Source: an optimization exercise on an open RTL-to-GDS flow (aim: small area). Production flows keep margins and buffers that such runs may drop.
In this exercise RTL edits were held to simulation tests only and were not proved equivalent to the original.
No activity file was given, so power comes from the tool's default toggle rates. The clock port is modelled as an ideal driver; clocking choices that lean on that would not hold on a real chip.

v34:
==> flow/design.v (excerpt) <==
module lcdm_framer (
    input  wire        clk,
    input  wire        rst,
    input  wire        op_valid,
    output wire        op_ready,
    input  wire [7:0]  op_sel,
    input  wire [15:0] op_arg,
    input  wire [7:0]  op_len,
    input  wire        hin_valid,
    output reg         hin_ready,
    input  wire [7:0]  hin_data,
    output reg         hout_valid,
    input  wire        hout_ready,
    output reg  [7:0]  hout_data,
    output reg         res_valid,
    output reg  [3:0]  res_code,
    output reg  [7:0]  res_byte,
    output reg         t_req_valid,
    input  wire        t_req_ready,
    output reg  [2:0]  t_req_kind,
    output reg  [15:0] t_req_data,
    output reg         t_req_last,
    input  wire        t_rsp_valid,
    output reg         t_rsp_ready,
    input  wire [7:0]  t_rsp_data,
    input  wire        t_rsp_last,
    input  wire        t_rsp_err,
    input  wire        t_rsp_empty
);
    localparam [7:0] REQUEST_START  = 8'h04;
    localparam [7:0] RESPONSE_START = 8'h01;
    localparam [7:0] DEVICE_ID      = 8'h50;
    localparam [7:0] TEXT_START     = 8'h02;
    localparam [7:0] TEXT_END       = 8'h03;
    localparam [7:0] ACK            = 8'h06;
    localparam [7:0] NACK           = 8'h15;
    localparam [7:0] EOT            = 8'h04;
    localparam [10:0] N_RETRY = 11'd1050;
    localparam integer RING = 59;
    localparam [5:0]  P_FIRST = 6'd3;
    localparam [5:0]  P_LAST  = 6'd61;
    localparam [7:0] SEL_OPEN      = 8'h01;
    localparam [7:0] SEL_CLOSE     = 8'h02;
    localparam [7:0] SEL_CHECKSUM  = 8'h10;
    localparam [7:0] SEL_ENCODE    = 8'h11;
    localparam [7:0] SEL_SEND      = 8'h12;
    localparam [7:0] SEL_CLASSIFY  = 8'h20;
    localparam [7:0] SEL_READ_CTL  = 8'h21;
    localparam [7:0] SEL_VALIDATE  = 8'h22;
    localparam [7:0] SEL_READ_FRM  = 8'h23;
    localparam [7:0] SEL_READ_RSP  = 8'h30;
  ...
For scale: ~1300 cells after synthesis, roughly 100 I/O pins, roughly 0.014 sq mm of cells after synthesis.
Settings: LEC_CHECK=0, ABC_AREA=1, CAP_MARGIN=20, CORE_MARGIN=2, CORE_UTILIZATION=70, PLACE_DENSITY=0.75, SLEW_MARGIN=20; clock period 10.0 ns.
standard.sh (not shown) runs the stock make flow with config.mk's settings and CLKGATE_MAP_FILE= SYNTH_SCRIPT=/design/flow/synth_recipe.tcl, a recipe that flattens the netlist after the stock synthesis.
==> flow/flow/run.sh <==
#!/bin/bash
# Standard ORFS layout (the standard.sh, unchanged synthesis), with
# smaller port buffers, a clock tree built without dummy loads, and an
# area-oriented resynthesis of the combinational logic after floorplan
# (flow/restructure.tcl; registers untouched).
set -euo pipefail
here=$(pwd)
export BUFFER_PORTS_ARGS="-buffer_cell sky130_fd_sc_hd__buf_1"
export CTS_ARGS="-sink_clustering_enable -repair_clock_nets -dont_use_dummy_load -sink_clustering_size 35 -sink_clustering_max_diameter 90 -buf_list {sky130_fd_sc_hd__clkbuf_16}"
export POST_FLOORPLAN_TCL="$here/flow/restructure.tcl"
export RS_PASSES=4
bash standard.sh > standard_flow.log 2>&1
==> flow/flow/restructure.tcl <==
# Post-floorplan hook: area-oriented resynthesis of the combinational logic
# between the registers (OpenROAD restructure, ABC), repeated RS_PASSES times.
# Registers, ports and the synthesized register names are left as the
# standard synthesis made them.  Each pass names its tie cells rmp_const_*,
# so the previous pass's tie cells are renamed first to keep names unique.
set rs_lib [lindex $::env(LIB_FILES) 0]
set rs_dir $::env(OBJECTS_DIR)/restructure
file mkdir $rs_dir
report_design_area
for {set rs_i 0} {$rs_i < $::env(RS_PASSES)} {incr rs_i} {
  restructure -target area -liberty_file $rs_lib \
    -tielo_port sky130_fd_sc_hd__conb_1/LO -tiehi_port sky130_fd_sc_hd__conb_1/HI \
    -work_dir $rs_dir
  foreach rs_inst [[ord::get_db_block] getInsts] {
    set rs_name [$rs_inst getName]
    if {[string match "rmp_const_*" $rs_name]} {
      $rs_inst rename "rs${rs_i}_[string range $rs_name 4 end]"
    }
  }
  report_design_area
}
Here is what was changed in the inputs of v45 compared with v34.
# v34
export LEC_CHECK = 0
export ABC_AREA = 1
export CAP_MARGIN = 20
export CORE_MARGIN = 2
export CORE_UTILIZATION = 70
export PLACE_DENSITY = 0.75
export SLEW_MARGIN = 20
create_clock -name core_clock -period 10.0 [get_ports {clk}]
# v45
export LEC_CHECK = 0
export CAP_MARGIN = 20
export CORE_MARGIN = 2
export CORE_UTILIZATION = 70
export PLACE_DENSITY = 0.75
export SLEW_MARGIN = 20
create_clock -name core_clock -period 10.0 [get_ports {clk}]
==> flow/flow/run.sh <==
#!/bin/bash
# Standard ORFS layout (the standard.sh, unchanged synthesis), with
# smaller port buffers, a clock tree built without dummy loads, and
# power recovery (downsizing off the critical paths) after global route.
set -euo pipefail
export BUFFER_PORTS_ARGS="-buffer_cell sky130_fd_sc_hd__buf_1"
export CTS_ARGS="-sink_clustering_enable -repair_clock_nets -dont_use_dummy_load -sink_clustering_size 32 -sink_clustering_max_diameter 90 -buf_list {sky130_fd_sc_hd__clkbuf_16}"
export RECOVER_POWER=100
bash standard.sh > standard_flow.log 2>&1
removed: flow/flow/restructure.tcl
Notes after the runs:
Ran to the end and failed final checks on max-capacitance violations, max-slew violations: v45.
Re ratio of final minimum period to clock period: v45 and v34 aren't equal, and the higher value belongs to v45.
For v34, the first element of the critical path was state[2], unlike v45, where it was state[1].
Worst hold slack in v45 is 0.037 ns lower than in v34
Total power was higher in the run labelled v45.
Input changes introduced in v4 (baseline for comparison: v45):
==> flow/flow/run.sh <==
#!/bin/bash
# Standard ORFS layout (the standard.sh, unchanged synthesis), with
# smaller port buffers and a clock tree built without dummy loads.
set -euo pipefail
export BUFFER_PORTS_ARGS="-buffer_cell sky130_fd_sc_hd__buf_1"
export CTS_ARGS="-sink_clustering_enable -repair_clock_nets -dont_use_dummy_load -sink_clustering_size 32 -sink_clustering_max_diameter 90 -buf_list {sky130_fd_sc_hd__clkbuf_16}"
bash standard.sh > standard_flow.log 2>&1
### Flow results
v4: no failed stages, no open violations at the end
v45 has higher critical path depth than v4.
Row post-layout instance area: v4 higher / v45 lower
On wire length per cell, v45 and v4 are neck and neck.
Total of max-cap violations | v4 below v45
Summary: fmax, v4 better than v45
Of v45 and v4, v45 shows the higher maximum net fanout on the critical path, with v4 below it.
The slack of the critical path reported for v4 is greater than that of v45 by 0.64 ns.
[inputs] v31 vs v4
# v4
export LEC_CHECK = 0
export CAP_MARGIN = 20
export CORE_MARGIN = 2
export CORE_UTILIZATION = 70
export PLACE_DENSITY = 0.75
export SLEW_MARGIN = 20
create_clock -name core_clock -period 10.0 [get_ports {clk}]
# v31
export LEC_CHECK = 0
export CAP_MARGIN = 20
export CORE_MARGIN = 2
export CORE_UTILIZATION = 60
export SLEW_MARGIN = 20
create_clock -name core_clock -period 10.0 [get_ports {clk}]
==> flow/flow/run.sh <==
#!/bin/bash
# Standard ORFS layout (the standard.sh, unchanged synthesis), with
# smaller port buffers, a clock tree built without dummy loads, and
# power recovery (downsizing off the critical paths) after global route.
set -euo pipefail
export BUFFER_PORTS_ARGS="-buffer_cell sky130_fd_sc_hd__buf_1"
export CTS_ARGS="-sink_clustering_enable -repair_clock_nets -dont_use_dummy_load -sink_clustering_size 30 -sink_clustering_max_diameter 100 -buf_list {sky130_fd_sc_hd__clkbuf_16}"
export RECOVER_POWER=100
bash standard.sh > standard_flow.log 2>&1
--- outcome ---
- v31 has final worst-path setup slack below what v4 had.
- Although v31 finished all stages, its layout failed final checks on max-capacitance violations, max-slew violations.
- The final layout from v4, which completed every stage, passed the timing, design-rule and antenna checks at the end of the flow.
- In v31, the met1 wire length came out 320 um below the value in v4.
- Cmp v31 and v4 / synthesis-to-layout area growth / higher: v31
- The final critical-path required period in v31 was higher than what v4 gave.

## separate check: timing with driven ports
The flow's constraints put no driver on any port. The routed layouts listed below were extracted and timed again, unchanged, in two steps.
Step 1, drivers: a clkbuf_16 drives clk and a buf_2 each remaining input, both assumed.
Step 2 moves the port delays by t, midway between the first and last clock arrival at a register: inputs arrive t later, outputs are due t later. That takes back most of the time a late clock gives input paths.
Slacks: no drivers / after step 1 / after step 2; pairs: no drivers / after step 1.
| run | t, ns | setup slack, ns | worst hold slack (ns) | worst setup path after step 2 |
|---|---|---|---|---|
| v34 | 0.560 | 4.523 / 4.476 / 4.933 | 0.326 / 0.326 / 0.326 | input to output |
| v45 | 0.570 | 3.811 / 3.762 / 4.332 | 0.289 / 0.289 / 0.289 | register to output |
| v4 | 0.568 | 4.447 / 4.397 / 4.800 | 0.302 / 0.302 / 0.302 | input to output |
| v31 | 0.562 | 3.855 / 3.805 / 4.368 | 0.287 / 0.287 / 0.287 | register to output |
